Context: an optimization exercise on an open-source flow, tuned for small area, a short achievable clock period and few clock cycles per item. The choices shown serve that exercise and are no tape-out recipe. Function was checked by simulation only, so behaviour that the tests miss may differ from the original.

## flow/design.v (module list and top-level ports; edited modules follow where they fit)
// module perm_table_builder: 4987 lines
// module oai22: 3 lines
// module fa3: 4 lines
// module ha2: 4 lines
module perm_table_builder (
    input  wire        clk,
    input  wire        rst,       
    input  wire        start,     
    input  wire [63:0] seed,      
    input  wire [7:0]  rd_addr,
    output wire [7:0]  rd_data,   
    output reg         busy,
    output reg         valid
);
  // ...
==> flow/run.sh <==
#!/bin/bash
# synth_recipe.tcl (not shown) runs the flow's synth.tcl, then flattens the netlist and writes it again
# the make line also repeats each setting of config.mk as NAME=value (left out here)
make -C /OpenROAD-flow-scripts/flow DESIGN_CONFIG=/design/flow/config.mk WORK_HOME=/design/flow/orfs CLKGATE_MAP_FILE= SYNTH_SCRIPT=/design/flow/synth_recipe.tcl finish
==> flow/config.mk <==
export PLATFORM = sky130hd
export DESIGN_NAME = perm_table_builder
export DESIGN_NICKNAME = perm_table_builder
export VERILOG_FILES = /design/flow/design.v
export SDC_FILE = /design/flow/constraint.sdc
export NUM_CORES = 8
export LEC_CHECK = 0
export CAP_MARGIN = 20
export CORE_MARGIN = 2
export CORE_UTILIZATION = 30
export PLACE_DENSITY = 0.4
export SLEW_MARGIN = 20
export SYNTH_HIERARCHICAL = 1
export SYNTH_MINIMUM_KEEP_SIZE = 0
==> flow/constraint.sdc <==
create_clock -name core_clock -period 13.5 [get_ports {clk}]
set_input_delay 2.7000 -clock core_clock [delete_from_list [all_inputs] [get_ports {clk}]]
set_output_delay 2.7000 -clock core_clock [all_outputs]
set_load 0.01 [all_outputs]
==> summary.txt, run 1 <==
Finish
  • Commonest non-fill, non-tap cell in the layout: o22ai_1
  • Final Non-Filler Cells: 19700
  • Diode count: 13
  • Final nets: 15600
  • Register area: between 0.04 and 0.05 mm²
  • Most frequent cells in the layout: 3097 x o22ai_1, 2378 x dfxtp_1, 1675 x fa_1, 1160 x nand2_1, 488 x and2_1
  • Clock-cell share: 6.12%
  • Non-clock buffer share: under 10%
  • Layout area overhead: 14.6%

Floorplan
  • Core footprint: between 0.4 and 0.5 mm²
  • Io pins: 85
  • Die Ht: ~680 µm
  • Die width: between 600 and 700 µm

Clock network
  • TritonCTS sink count: between 2000 and 2500
  • Clock transition at the registers of the reported paths: 50 ps

Global routing
  • Vias in the first global route: ~120k
  • Grt met2 use: 42.7%
  • Grt peak-use layer: met2
  • GRT Overall Usage: between 20 and 30%

Place
  • RePlAce Congestion: 0.972

Synthesis
  • Library cells used by synthesis: 106
  • Largest family of logic cells by synthesized area: adder cells
  • Async SR Flop Fraction: 0%
  • Mapped Cells: 13100
  • Post-synth top flop: dfxtp_1
  • Post-synthesis mux area share: 1.16%
  • Top cell type by total area after synthesis: dfxtp_1
  • Synth Area in XOR/XNOR: ~3.2%

Worst setup path
  • WP data required: 10800 ps
  • Worst Setup Start Kind: input pin
  • Cell Chain, Critical Path: clkdlybuf4s50_1 > mux2_2 > ha_1 > a21o_1 > a21oi_1 > o21bai_1 > a21oi_1 > o21bai_1 > a21oi_1 > xnor2_1 > nand2_1 > nor2_2 > buf_4 > nand2_1 > o22ai_1 > nor4_1 > buf_4 > nand4_1 > nor4_1 > buf_4 > nand2_1 > xnor2_1 > clkdlybuf4s50_1
  • Worst R2R Path Depth: 29

Routing
  • Drt first pass iters: 9

STA
  • Worst Clk Skew: 74.5 ps
  • F_max: 76.6 MHz
  • Setup TNS: 0 ps
  • Minimum clock period: 13050 ps

Min path
  • Min-Delay Path Depth: 0
  • Hold Path Sink: q5[1]$_DFF_P_

Run status
  • Status: complete, no violations
Testbench counts, summed over its fixed seeds: cycles 8,480, builds 32.
==> inputs of run 2 (changes only) <==
--- a/flow/design.v
+++ b/flow/design.v
@@ -14,17 +14,17 @@
     wire [7:0] o = n[7:0];               
     always @(posedge clk) begin
         if (rst) begin
             busy  <= 1'b0;
             valid <= 1'b0;
         end else if (init) begin
             busy  <= 1'b1;
             valid <= 1'b0;
-        end else if (busy && n == 9'd263) begin
+        end else if (busy && n == 9'd262) begin
             busy  <= 1'b0;
             valid <= 1'b1;
         end
         n <= init ? 9'd0 : n + 9'd1;
     end
     reg  [63:0] s, z1, r;
     wire [63:0] x1  = s ^ (s >> 30);
     wire [63:0] nx1 = ~x1;
@@ -4633,18 +4633,19 @@
     fa3 usa_4586 (.a(sa_4540), .b(sa_4489), .c(sa_4539), .s(sa_4586), .co(sa_4587));
     wire sa_4588, sa_4589;
     fa3 usa_4588 (.a(sa_4542), .b(sa_4493), .c(sa_4541), .s(sa_4588), .co(sa_4589));
     wire sa_4590, sa_4591;
     fa3 usa_4590 (.a(sa_4495), .b(sa_4497), .c(sa_4543), .s(sa_4590), .co(sa_4591));
     wire [25:0] sa_a = {1'b0, sa_4591, sa_4590, sa_4588, sa_4586, sa_4584, sa_4582, sa_4580, sa_4578, sa_4576, sa_4574, sa_4572, sa_4570, sa_4568, sa_4566, sa_4564, sa_4562, sa_4560, sa_4558, sa_4556, sa_4554, sa_4552, sa_4550, sa_4548, sa_4546, sa_4544};
     wire [25:0] sa_b = {1'b0, 1'b0, sa_4589, sa_4587, sa_4585, sa_4583, sa_4581, sa_4579, sa_4577, sa_4575, sa_4573, sa_4571, sa_4569, sa_4567, sa_4565, sa_4563, sa_4561, sa_4559, sa_4557, sa_4555, sa_4553, sa_4551, sa_4549, sa_4547, sa_4545, pp_3736};
     wire [25:0] sa_y = sa_a + sa_b;
-    wire [25:0] s1  = sa_y;
-    wire [7:0]  c1f = cr[7:0];
+    reg  [25:0] s1;
+    reg  [7:0]  c1f;
+    always @(posedge clk) begin s1 <= sa_y; c1f <= cr[7:0]; end
     wire pq_4592 = s1[16] & c1f[0];
     wire pq_4593 = s1[16] & c1f[1];
     wire pq_4594 = s1[16] & c1f[2];
     wire pq_4595 = s1[16] & c1f[3];
     wire pq_4596 = s1[16] & c1f[4];
     wire pq_4597 = s1[16] & c1f[5];
     wire pq_4598 = s1[16] & c1f[6];
     wire pq_4599 = s1[16] & c1f[7];
@@ -4858,141 +4859,206 @@
     fa3 usb_4806 (.a(sb_4776), .b(sb_4749), .c(sb_4775), .s(sb_4806), .co(sb_4807));
     wire sb_4808, sb_4809;
     fa3 usb_4808 (.a(sb_4778), .b(sb_4751), .c(sb_4777), .s(sb_4808), .co(sb_4809));
     wire sb_4810, sb_4811;
     ha2 usb_4810 (.a(pq_4671), .b(sb_4779), .s(sb_4810), .co(sb_4811));
     wire [17:0] sb_a = {sb_4811, sb_4810, sb_4808, sb_4806, sb_4804, sb_4802, sb_4800, sb_4798, sb_4796, sb_4794, sb_4792, sb_4790, sb_4788, sb_4786, sb_4784, sb_4782, sb_4780, s1[0]};
     wire [17:0] sb_b = {1'b0, sb_4809, sb_4807, sb_4805, sb_4803, sb_4801, sb_4799, sb_4797, sb_4795, sb_4793, sb_4791, sb_4789, sb_4787, sb_4785, sb_4783, sb_4781, pq_4600, pq_4592};
     wire [17:0] sb_y = sb_a + sb_b;
-    reg  [17:0] f0;                      
-    always @(posedge clk) f0 <= sb_y;
-    wire [8:0] d1 = 9'd259 - n;
+    wire [17:0] f0 = sb_y;                 
+    reg  [8:0] dd1;
+    always @(posedge clk) dd1 <= init ? 9'd259 : dd1 - 9'd1;
     reg  [7:0] rm1;
     wire [8:0] rs1_0 = {8'd0, f0[17]};
-    wire [9:0] df1_0 = {1'b0, rs1_0} - {1'b0, d1};
-    wire [7:0] rn1_0 = df1_0[9] ? rs1_0[7:0] : df1_0[7:0];
+    wire       ge1_0 = rs1_0 >= dd1;
+    wire [8:0] df1_0 = rs1_0 - dd1;
+    wire [7:0] rn1_0 = ge1_0 ? df1_0[7:0] : rs1_0[7:0];
     wire [8:0] rs1_1 = {rn1_0, f0[16]};
-    wire [9:0] df1_1 = {1'b0, rs1_1} - {1'b0, d1};
-    wire [7:0] rn1_1 = df1_1[9] ? rs1_1[7:0] : df1_1[7:0];
-    wire [8:0] rs1_2 = {rn1_1, f0[15]};
-    wire [9:0] df1_2 = {1'b0, rs1_2} - {1'b0, d1};
-    wire [7:0] rn1_2 = df1_2[9] ? rs1_2[7:0] : df1_2[7:0];
-    reg  [14:0] q1;
-    always @(posedge clk) begin rm1 <= rn1_2; q1 <= f0[14:0]; end
-    wire [8:0] d2 = 9'd260 - n;
+    wire       ge1_1 = rs1_1 >= dd1;
+    wire [8:0] df1_1 = rs1_1 - dd1;
+    wire [7:0] rn1_1 = ge1_1 ? df1_1[7:0] : rs1_1[7:0];
+    reg  [15:0] q1;
+    always @(posedge clk) begin rm1 <= rn1_1; q1 <= f0[15:0]; end
+    reg  [8:0] dd2;
+    always @(posedge clk) dd2 <= dd1;
     reg  [7:0] rm2;
-    wire [8:0] rs2_0 = {rm1, q1[14]};
-    wire [9:0] df2_0 = {1'b0, rs2_0} - {1'b0, d2};
-    wire [7:0] rn2_0 = df2_0[9] ? rs2_0[7:0] : df2_0[7:0];
-    wire [8:0] rs2_1 = {rn2_0, q1[13]};
-    wire [9:0] df2_1 = {1'b0, rs2_1} - {1'b0, d2};
-    wire [7:0] rn2_1 = df2_1[9] ? rs2_1[7:0] : df2_1[7:0];
-    wire [8:0] rs2_2 = {rn2_1, q1[12]};
-    wire [9:0] df2_2 = {1'b0, rs2_2} - {1'b0, d2};
-    wire [7:0] rn2_2 = df2_2[9] ? rs2_2[7:0] : df2_2[7:0];
+    wire [8:0] rs2_0 = {rm1, q1[15]};
+    wire       ge2_0 = rs2_0 >= dd2;
+    wire [8:0] df2_0 = rs2_0 - dd2;
+    wire [7:0] rn2_0 = ge2_0 ? df2_0[7:0] : rs2_0[7:0];
+    wire [8:0] rs2_1 = {rn2_0, q1[14]};
+    wire       ge2_1 = rs2_1 >= dd2;
+    wire [8:0] df2_1 = rs2_1 - dd2;
+    wire [7:0] rn2_1 = ge2_1 ? df2_1[7:0] : rs2_1[7:0];
+    wire [8:0] rs2_2 = {rn2_1, q1[13]};
+    wire       ge2_2 = rs2_2 >= dd2;
+    wire [8:0] df2_2 = rs2_2 - dd2;
+    wire [7:0] rn2_2 = ge2_2 ? df2_2[7:0] : rs2_2[7:0];
+    wire [8:0] rs2_3 = {rn2_2, q1[12]};
+    wire       ge2_3 = rs2_3 >= dd2;
+    wire [8:0] df2_3 = rs2_3 - dd2;
+    wire [7:0] rn2_3 = ge2_3 ? df2_3[7:0] : rs2_3[7:0];
     reg  [11:0] q2;
-    always @(posedge clk) begin rm2 <= rn2_2; q2 <= q1[11:0]; end
-    wire [8:0] d3 = 9'd261 - n;
+    always @(posedge clk) begin rm2 <= rn2_3; q2 <= q1[11:0]; end
+    reg  [8:0] dd3;
+    always @(posedge clk) dd3 <= dd2;
     reg  [7:0] rm3;
     wire [8:0] rs3_0 = {rm2, q2[11]};
-    wire [9:0] df3_0 = {1'b0, rs3_0} - {1'b0, d3};
-    wire [7:0] rn3_0 = df3_0[9] ? rs3_0[7:0] : df3_0[7:0];
+    wire       ge3_0 = rs3_0 >= dd3;
+    wire [8:0] df3_0 = rs3_0 - dd3;
+    wire [7:0] rn3_0 = ge3_0 ? df3_0[7:0] : rs3_0[7:0];
     wire [8:0] rs3_1 = {rn3_0, q2[10]};
-    wire [9:0] df3_1 = {1'b0, rs3_1} - {1'b0, d3};
-    wire [7:0] rn3_1 = df3_1[9] ? rs3_1[7:0] : df3_1[7:0];
+    wire       ge3_1 = rs3_1 >= dd3;
+    wire [8:0] df3_1 = rs3_1 - dd3;
+    wire [7:0] rn3_1 = ge3_1 ? df3_1[7:0] : rs3_1[7:0];
     wire [8:0] rs3_2 = {rn3_1, q2[9]};
-    wire [9:0] df3_2 = {1'b0, rs3_2} - {1'b0, d3};
-    wire [7:0] rn3_2 = df3_2[9] ? rs3_2[7:0] : df3_2[7:0];
-    reg  [8:0] q3;
-    always @(posedge clk) begin rm3 <= rn3_2; q3 <= q2[8:0]; end
-    wire [8:0] d4 = 9'd262 - n;
+    wire       ge3_2 = rs3_2 >= dd3;
+    wire [8:0] df3_2 = rs3_2 - dd3;
+    wire [7:0] rn3_2 = ge3_2 ? df3_2[7:0] : rs3_2[7:0];
+    wire [8:0] rs3_3 = {rn3_2, q2[8]};
+    wire       ge3_3 = rs3_3 >= dd3;
+    wire [8:0] df3_3 = rs3_3 - dd3;
+    wire [7:0] rn3_3 = ge3_3 ? df3_3[7:0] : rs3_3[7:0];
+    reg  [7:0] q3;
+    always @(posedge clk) begin rm3 <= rn3_3; q3 <= q2[7:0]; end
+    reg  [8:0] dd4;
+    always @(posedge clk) dd4 <= dd3;
     reg  [7:0] rm4;
-    wire [8:0] rs4_0 = {rm3, q3[8]};
-    wire [9:0] df4_0 = {1'b0, rs4_0} - {1'b0, d4};
-    wire [7:0] rn4_0 = df4_0[9] ? rs4_0[7:0] : df4_0[7:0];
-    wire [8:0] rs4_1 = {rn4_0, q3[7]};
-    wire [9:0] df4_1 = {1'b0, rs4_1} - {1'b0, d4};
-    wire [7:0] rn4_1 = df4_1[9] ? rs4_1[7:0] : df4_1[7:0];
-    wire [8:0] rs4_2 = {rn4_1, q3[6]};
-    wire [9:0] df4_2 = {1'b0, rs4_2} - {1'b0, d4};
-    wire [7:0] rn4_2 = df4_2[9] ? rs4_2[7:0] : df4_2[7:0];
-    reg  [5:0] q4;
-    always @(posedge clk) begin rm4 <= rn4_2; q4 <= q3[5:0]; end
-    wire [8:0] d5 = 9'd263 - n;
+    wire [8:0] rs4_0 = {rm3, q3[7]};
+    wire       ge4_0 = rs4_0 >= dd4;
+    wire [8:0] df4_0 = rs4_0 - dd4;
+    wire [7:0] rn4_0 = ge4_0 ? df4_0[7:0] : rs4_0[7:0];
+    wire [8:0] rs4_1 = {rn4_0, q3[6]};
+    wire       ge4_1 = rs4_1 >= dd4;
+    wire [8:0] df4_1 = rs4_1 - dd4;
+    wire [7:0] rn4_1 = ge4_1 ? df4_1[7:0] : rs4_1[7:0];
+    wire [8:0] rs4_2 = {rn4_1, q3[5]};
+    wire       ge4_2 = rs4_2 >= dd4;
+    wire [8:0] df4_2 = rs4_2 - dd4;
+    wire [7:0] rn4_2 = ge4_2 ? df4_2[7:0] : rs4_2[7:0];
+    wire [8:0] rs4_3 = {rn4_2, q3[4]};
+    wire       ge4_3 = rs4_3 >= dd4;
+    wire [8:0] df4_3 = rs4_3 - dd4;
+    wire [7:0] rn4_3 = ge4_3 ? df4_3[7:0] : rs4_3[7:0];
+    reg  [3:0] q4;
+    always @(posedge clk) begin rm4 <= rn4_3; q4 <= q3[3:0]; end
+    reg  [8:0] dd5;
+    always @(posedge clk) dd5 <= dd4;
     reg  [7:0] rm5;
-    wire [8:0] rs5_0 = {rm4, q4[5]};
-    wire [9:0] df5_0 = {1'b0, rs5_0} - {1'b0, d5};
-    wire [7:0] rn5_0 = df5_0[9] ? rs5_0[7:0] : df5_0[7:0];
-    wire [8:0] rs5_1 = {rn5_0, q4[4]};
-    wire [9:0] df5_1 = {1'b0, rs5_1} - {1'b0, d5};
-    wire [7:0] rn5_1 = df5_1[9] ? rs5_1[7:0] : df5_1[7:0];
-    wire [8:0] rs5_2 = {rn5_1, q4[3]};
-    wire [9:0] df5_2 = {1'b0, rs5_2} - {1'b0, d5};
-    wire [7:0] rn5_2 = df5_2[9] ? rs5_2[7:0] : df5_2[7:0];
-    reg  [2:0] q5;
-    always @(posedge clk) begin rm5 <= rn5_2; q5 <= q4[2:0]; end
-    wire [8:0] d6 = 9'd264 - n;
-    reg  [7:0] rm6;
-    wire [8:0] rs6_0 = {rm5, q5[2]};
-    wire [9:0] df6_0 = {1'b0, rs6_0} - {1'b0, d6};
-    wire [7:0] rn6_0 = df6_0[9] ? rs6_0[7:0] : df6_0[7:0];
-    wire [8:0] rs6_1 = {rn6_0, q5[1]};
-    wire [9:0] df6_1 = {1'b0, rs6_1} - {1'b0, d6};
-    wire [7:0] rn6_1 = df6_1[9] ? rs6_1[7:0] : df6_1[7:0];
-    wire [8:0] rs6_2 = {rn6_1, q5[0]};
-    wire [9:0] df6_2 = {1'b0, rs6_2} - {1'b0, d6};
-    wire [7:0] rn6_2 = df6_2[9] ? rs6_2[7:0] : df6_2[7:0];
-    always @(posedge clk) rm6 <= rn6_2;
-    wire [7:0] j    = rm6;
-    wire [7:0] i    = 8'd8 - o;
+    wire [8:0] rs5_0 = {rm4, q4[3]};
+    wire       ge5_0 = rs5_0 >= dd5;
+    wire [8:0] df5_0 = rs5_0 - dd5;
+    wire [7:0] rn5_0 = ge5_0 ? df5_0[7:0] : rs5_0[7:0];
+    wire [8:0] rs5_1 = {rn5_0, q4[2]};
+    wire       ge5_1 = rs5_1 >= dd5;
+    wire [8:0] df5_1 = rs5_1 - dd5;
+    wire [7:0] rn5_1 = ge5_1 ? df5_1[7:0] : rs5_1[7:0];
+    wire [8:0] rs5_2 = {rn5_1, q4[1]};
+    wire       ge5_2 = rs5_2 >= dd5;
+    wire [8:0] df5_2 = rs5_2 - dd5;
+    wire [7:0] rn5_2 = ge5_2 ? df5_2[7:0] : rs5_2[7:0];
+    wire [8:0] rs5_3 = {rn5_2, q4[0]};
+    wire       ge5_3 = rs5_3 >= dd5;
+    wire [8:0] df5_3 = rs5_3 - dd5;
+    wire [7:0] rn5_3 = ge5_3 ? df5_3[7:0] : rs5_3[7:0];
+    always @(posedge clk) rm5 <= rn5_3;
+    wire [7:0] j    = rm5;
+    wire [7:0] i    = 8'd7 - o;
     wire [7:0] ij   = i ^ j;
-    wire       swp  = busy && n >= 9'd9;
-    wire [7:0] addr = (valid ? rd_addr : j) + o;     
-    wire [2047:0] tbl;                               
+    wire       swp  = busy && n >= 9'd8;
+    wire [7:0] av = rd_addr & {8{valid}};
+    wire [7:0] bx = valid ? o : j ^ o;               
+    wire [7:0] gj = valid ? 8'd0 : j & o;            
+    wire [7:0] bp = valid ? o : j | o;               
+    wire [7:0] x  = av ^ bx;
+    wire [7:0] g  = (av & o) | gj;
+    wire [7:0] p  = av | bp;
+    wire [1:0] e0 = {x[0], ~x[0]};
+    wire [3:0] e [1:7];
+    genvar q, b, t2;
+    generate
+        for (b = 1; b < 8; b = b + 1) begin : g_e
+            assign e[b][0] = ~(x[b] ^ p[b-1]);
+            assign e[b][1] = ~(x[b] ^ g[b-1]);
+            assign e[b][2] = x[b] ^ p[b-1];
+            assign e[b][3] = x[b] ^ g[b-1];
+        end
+    endgenerate
+    wire [15:0] lo;
+    wire [31:0] hi;                                  
+    generate
+        for (q = 0; q < 16; q = q + 1) begin : g_lo
+            assign lo[q] = e0[q & 1] & e[1][q & 3] & e[2][(q >> 1) & 3] & e[3][(q >> 2) & 3];
+        end
+        for (q = 0; q < 32; q = q + 1) begin : g_hi
+            assign hi[q] = e[4][q & 3] & e[5][(q >> 1) & 3] & e[6][(q >> 2) & 3] & e[7][(q >> 3) & 3];
+        end
+    endgenerate
     wire [255:0] ohn;                                
-    genvar q, b;
     generate
         for (q = 0; q < 256; q = q + 1) begin : g_oh
-            assign ohn[q] = addr != q;
+            assign ohn[q] = ~(lo[q & 15] & hi[((q >> 4) << 1) | ((q >> 3) & 1)]);
         end
     endgenerate
+    wire [2047:0] tbl;                               
     wire [7:0] rdsn;                                 
     generate
         for (b = 0; b < 8; b = b + 1) begin : g_rd
             wire [127:0] t;
+            wire [31:0]  u;
+            wire [7:0]   v;
+            wire [1:0]   w;
             for (q = 0; q < 128; q = q + 1) begin : g_pair
-                oai22 u (.a1(ohn[2*q]), .a2(tbl[16*q + b]), .b1(ohn[2*q+1]), .b2(tbl[16*q + 8 + b]), .y(t[q]));
+                oai22 l (.a1(ohn[2*q]), .a2(tbl[16*q + b]), .b1(ohn[2*q+1]), .b2(tbl[16*q + 8 + b]), .y(t[q]));
+            end
+            for (q = 0; q < 32; q = q + 1) begin : g_u
+                nor4 l (.a(t[4*q]), .b(t[4*q+1]), .c(t[4*q+2]), .d(t[4*q+3]), .y(u[q]));
+            end
+            for (q = 0; q < 8; q = q + 1) begin : g_v
+                nand4 l (.a(u[4*q]), .b(u[4*q+1]), .c(u[4*q+2]), .d(u[4*q+3]), .y(v[q]));
+            end
+            for (q = 0; q < 2; q = q + 1) begin : g_w
+                nor4 l (.a(v[4*q]), .b(v[4*q+1]), .c(v[4*q+2]), .d(v[4*q+3]), .y(w[q]));
             end
-            assign rdsn[b] = |t;
+            nand2 l (.a(w[0]), .b(w[1]), .y(rdsn[b]));
         end
     endgenerate
     assign rd_data = ~rdsn ^ rd_addr ^ {8{n[0]}};
     wire [7:0] nxe = ~rdsn ^ ij;                     
-    wire [7:0] nxj = tbl[8*8 +: 8] ^ ij;             
+    wire [7:0] nxj = tbl[8*7 +: 8] ^ ij;             
     generate
         for (q = 0; q < 256; q = q + 1) begin : g_slot
             reg  [7:0] v;
             wire [7:0] prv = tbl[8*((q + 255) % 256) +: 8];
-            wire       sel = (q == 9) ? swp : swp & ~ohn[(q + 255) % 256];
-            wire [7:0] nx  = (q == 9) ? nxe : nxj;
+            wire       sel = (q == 8) ? swp : swp & ~ohn[(q + 255) % 256];
+            wire [7:0] nx  = (q == 8) ? nxe : nxj;
             wire       ua  = ~sel | init;
             wire       ub  = sel | init;
             wire [7:0] nd;
             for (b = 0; b < 8; b = b + 1) begin : g_b
                 oai22 u (.a1(nx[b]), .a2(ua), .b1(prv[b]), .b2(ub), .y(nd[b]));
             end
             always @(posedge clk) v <= nd;
             assign tbl[8*q +: 8] = v;
         end
     endgenerate
 endmodule
 module oai22 (input wire a1, input wire a2, input wire b1, input wire b2, output wire y);
     assign y = ~((a1 | a2) & (b1 | b2));
 endmodule
+module nor4 (input wire a, input wire b, input wire c, input wire d, output wire y);
+    assign y = ~(a | b | c | d);
+endmodule
+module nand4 (input wire a, input wire b, input wire c, input wire d, output wire y);
+    assign y = ~(a & b & c & d);
+endmodule
+module nand2 (input wire a, input wire b, output wire y);
+    assign y = ~(a & b);
+endmodule
 module fa3 (input wire a, input wire b, input wire c, output wire s, output wire co);
     assign s  = a ^ b ^ c;
     assign co = (a & b) | (a & c) | (b & c);
 endmodule
 module ha2 (input wire a, input wire b, output wire s, output wire co);
     assign s  = a ^ b;
     assign co = a & b;
 endmodule
==> flow/config.mk (replaced) <==
export PLATFORM = sky130hd
export DESIGN_NAME = perm_table_builder
export DESIGN_NICKNAME = perm_table_builder
export VERILOG_FILES = /design/flow/design.v
export SDC_FILE = /design/flow/constraint.sdc
export NUM_CORES = 8
export LEC_CHECK = 0
export ABC_CLOCK_PERIOD_IN_PS = 7000
export CAP_MARGIN = 20
export CORE_MARGIN = 2
export CORE_UTILIZATION = 45
export PLACE_DENSITY = 0.55
export SETUP_SLACK_MARGIN = 5
export SLEW_MARGIN = 20
export SYNTH_HIERARCHICAL = 1
export SYNTH_MINIMUM_KEEP_SIZE = 0
==> summary.txt, run 2 <==
Place
  • Setup slack at placement: 1410 ps (was 766 ps)
  • RePlAce Congestion: 1.01 (was 0.972)
  • HPWL after DPL: 405000 µm (was 477000 µm)
  • Port Buffer Count: 84 (unchanged)

Floorplan
  • Core footprint: 0.311 mm² (was 0.456 mm²)
  • Standard-cell row count: 205 (was 248)
  • Io pins: 85 (unchanged)
  • Die area: 0.317 mm² (was 0.463 mm²)
  • Die Ht: 563 µm (was 680 µm)
  • Starting Density: 45.1% (was 30.1%)
  • Die width: 563 µm (was 680 µm)

Synthesis
  • Top cell type by total area after synthesis: dfxtp_1 (unchanged)
  • Sequential share of the synthesized area: 34.7% (was 34.8%)
  • Synth cell count leaders: 3094 x o22ai_1, 2434 x dfxtp_1, 1674 x fa_1, 1180 x nand2_1, 496 x and2_1 (was 3097 x o22ai_1, 2386 x dfxtp_1, 1675 x fa_1, 1160 x nand2_1, 488 x and2_1)
  • Synthesized cell area: 0.140 mm² (was 0.137 mm²)
  • Post-synth top flop: dfxtp_1 (unchanged)
  • Library cells used by synthesis: 95 (was 106)
  • Mean Syn Cell Area: 10.5 µm² (about the same)
  • Synth warn: 7 (unchanged)
  • Number of flops mapped to enable cells by yosys: 0 (unchanged)
  • Mapped Cells: 13300 (was 13100)
  • FF+latch count, synth: 2434 (was 2386)
  • Count leader, synth: o22ai_1 (unchanged)
  • Async SR Flop Fraction: 0% (unchanged)
  • Synth area leaders: dfxtp_1 35%, fa_1 24%, o22ai_1 14% (unchanged)
  • Post-synth top area share: 34.7% (was 34.8%)

Clock network
  • TritonCTS sink count: 2434 (was 2386)
  • Worst skew pair latency: 930 ps (was 910 ps)
  • CTS tree: built (unchanged)
  • Cts bufs inserted: 274 (was 281)
  • CTS Buffer Depth: 4 (unchanged)
  • CTS Root Cell: clkbuf_16 (unchanged)
  • Clock transition at the registers of the reported paths: 70 ps (was 50 ps)
  • H-tree Lvls: 5 (unchanged)

Routing
  • Via count: 120000 (was 118000)
  • Residual DRC: 0 (unchanged)
  • Remaining antenna violation count: 0 (unchanged)
  • WL final: 570000 µm (was 653000 µm)
  • Drt first pass iters: 7 (was 9)
  • DRT iter0 DRCs: 14000 (was 13500)
  • Wire length per cell: 31.4 µm (was 33.2 µm)
  • Via/cell ratio: 6.61 (was 5.99)

Min path
  • Hold Path Sink: q3[5]$_DFF_P_ (was q5[1]$_DFF_P_)
  • Min-Delay Path Depth: 0 (unchanged)
  • Worst min-delay path class: register to register (unchanged)
  • Hold wc startpoint: q2[5]$_DFF_P_ (was q4[1]$_DFF_P_)

Worst setup path
  • WP data arrival: 6960 ps (was 10350 ps)
  • Reg2Reg Launch Point: s[45]$_DFF_P_ (was cr[4]$_DFF_P_)
  • WP data required: 10800 ps (about the same)
  • WS Path Type: input pin to output pin (unchanged)
  • R2r endpoint: z1[60]$_DFF_P_ (was f0[14]$_DFF_P_)
  • Worst R2R Path Depth: 21 (was 29)
  • CP Capture Type: output pin (unchanged)
  • Crit-path max FO: 8 (was 20)
  • Reg-to-reg setup timing slack: 5170 ps (was 1460 ps)
  • Worst Setup Start Kind: input pin (unchanged)

Global routing
  • Initial antenna violation count: 15 (was 43)
  • Vias in the first global route: 121000 (was 120000)
  • GRT Overall Usage: 35.2% (was 27.4%)
  • Grt ovf: 0 (unchanged)
  • First-pass GRT wire length: 831000 µm (was 920000 µm)
  • Largest net degree at the start of global routing: 152 (was 142)

Finish
  • Most frequent cells in the layout: 3078 x o22ai_1, 2417 x dfxtp_1, 1674 x fa_1, 1009 x nand2_1, 481 x and2_1 (was 3097 x o22ai_1, 2378 x dfxtp_1, 1675 x fa_1, 1160 x nand2_1, 488 x and2_1)
  • Max FFs per register: 2048 (unchanged)
  • Final nets: 16000 (was 15600)
  • Multi-input gate area: 0.0920 mm² (was 0.0877 mm²)
  • Layout area overhead: 15.0% (was 14.6%)
  • Layout cell share with drive strength beyond 1: 12.3% (was 7.40%)
  • Commonest non-fill, non-tap cell in the layout: o22ai_1 (unchanged)
  • Most flops, register: g_slot.v (unchanged)
  • Fillers: 27800 (was 45500)
  • Register area: 0.0488 mm² (was 0.0478 mm²)

STA
  • Crit share post-route: 71.6% (was 96.6%)
  • Worst Clk Skew: 108 ps (was 74.5 ps)
  • Hold Violations, Final: 0 (unchanged)
  • Setup TNS: 0 ps (unchanged)
  • Slew Limit Fails: 0 (unchanged)
  • RSZ-0062 raised after global routing: yes (was no)
  • Max_slew headroom: 20.7% (was 11.4%)
  • Slew of the pin with the lowest slew margin: 1190 ps (was 1320 ps)
  • Final setup fails: 0 (unchanged)
  • Final WS setup: 3840 ps (was 452 ps)
  • F_max: 104 MHz (was 76.6 MHz)
  • Minimum clock period: 9660 ps (was 13050 ps)

Run
  • Max-Cap Viols: 0 (unchanged)

Run status
  • Status: complete, no violations (unchanged)
run 2: how the worst max path moves through the flow:
stage / start / endpoint / slack, ps / depth (start not counted)
after floorplan: dd2[1]$_DFF_P_ / rm2[1]$_DFF_P_ / 5030 / 44
after global placement: rd_addr[1] / rd_data[3] / 1310 / 19
after detailed placement: rd_addr[1] / rd_data[2] / 1410 / 19
after CTS: rd_addr[1] / rd_data[3] / 3860 / 20
after global routing: rd_addr[1] / rd_data[2] / 3860 / 23
final: rd_addr[1] / rd_data[2] / 3840 / 23
run 2: cell type report:
cell class / instances / share of cell area, %
Inverter: 342 / 0.825
Multi-Input combinational cell: 10200 / 56.9
Tap cell: 4140 / 3.21
Sequential cell: 2434 / 30.2
Clock buffer: 363 / 4.77
Antenna cell: 16 / 0.0248
Clock inverter: 129 / 1.19
Timing Repair Buffer: 522 / 2.87
run 2: critical path, cell delays in order:
cell and delay [ps]:
buf_12 110, xnor2_4 130, nand2_2 100, o21ai_4 110
inv_2 110, buf_4 120, o21ai_2 60, a22oi_2 290
buf_12 160, buf_6 90, nor3_4 50, buf_4 140
buf_12 160, nand2_8 90, o22ai_1 100, nor4_2 390
nand4_1 430, nor4_4 770, nand2_2 100, buf_6 170
xnor2_4 210, xnor2_1 140, buf_2 160
run 2: cell families after synthesis:
group,synth area share [%]
xor gates and xnor gates,2.98
DFF,34.7
buffers and inverters,1.89
adders and majority gates,27.9
muxes,1.05
and+or+nand+nor,11.5
AOI/OAI and AO/OA,20.0
run 2: layer usage:
layer,up-vias,GRT usage (%),wire (µm)
met3,1612,8.41,56700
li1,50900,-,-
met5,-,0,34
met1,60100,45.5,224000
met4,6,17.8,33500
met2,7327,55.0,256000
run 2: per-module statistics from Yosys, one instance, submodules excluded:
module,area [µm²],flops+latches
nand4,6.26,0
oai22,6.26,0
nand2,3.75,0
ha2,12.5,0
perm_table_builder,83300,2434
fa3,20.0,0
nor4,12.5,0
run 2: what timing repair did:
item                                    in CTS  in global routing
pin swaps                                  164                 93
endpoints found under the setup margin      54                 67
buffers inserted                            91                 81
hold buffers                                 0                  0
resized for setup                          420                281
gates cloned                                 3                  3
run 2: through the flow:
stage	instances	utilization (%)	hold slack [ps]	instance area (µm²)
floorplan	13300	-	310	141000
global placement	17500	47.5	312	148000
detailed placement	17500	47.5	312	148000
CTS	18000	51.3	317	160000
global route	18100	51.9	326	162000
finish	18100	51.9	314	162000
Testbench counts of run 2, summed over its fixed seeds: cycles 8,448, builds 32.

## static timing again, ports no longer ideal
The results above use ideal ports. As a check the final layouts listed here were re-extracted and re-timed, cells and wires unchanged. Step 1 assumes that a clkbuf_16 drives the clock port and a buf_2 every other input. Step 2, shift: input delay + t, output delay - t, t = (earliest + latest rising clock arrival at the registers) / 2. This alone moves slack from input paths to output paths. Three values: ideal ports, drivers, drivers and shift; two values: the first two.
run	shift t [ns]	setup WS [ns]	pins driven straight from the clock port
run 1	0.990	0.452 / 0.429 / 0.429	1
run 2	0.970	3.839 / 3.785 / 3.785	1
After both steps setup and hold are still met in every run listed. For run 2, which loses most, drivers alone change the setup slack by -0.054 ns; drivers and shift together by -0.054 ns.
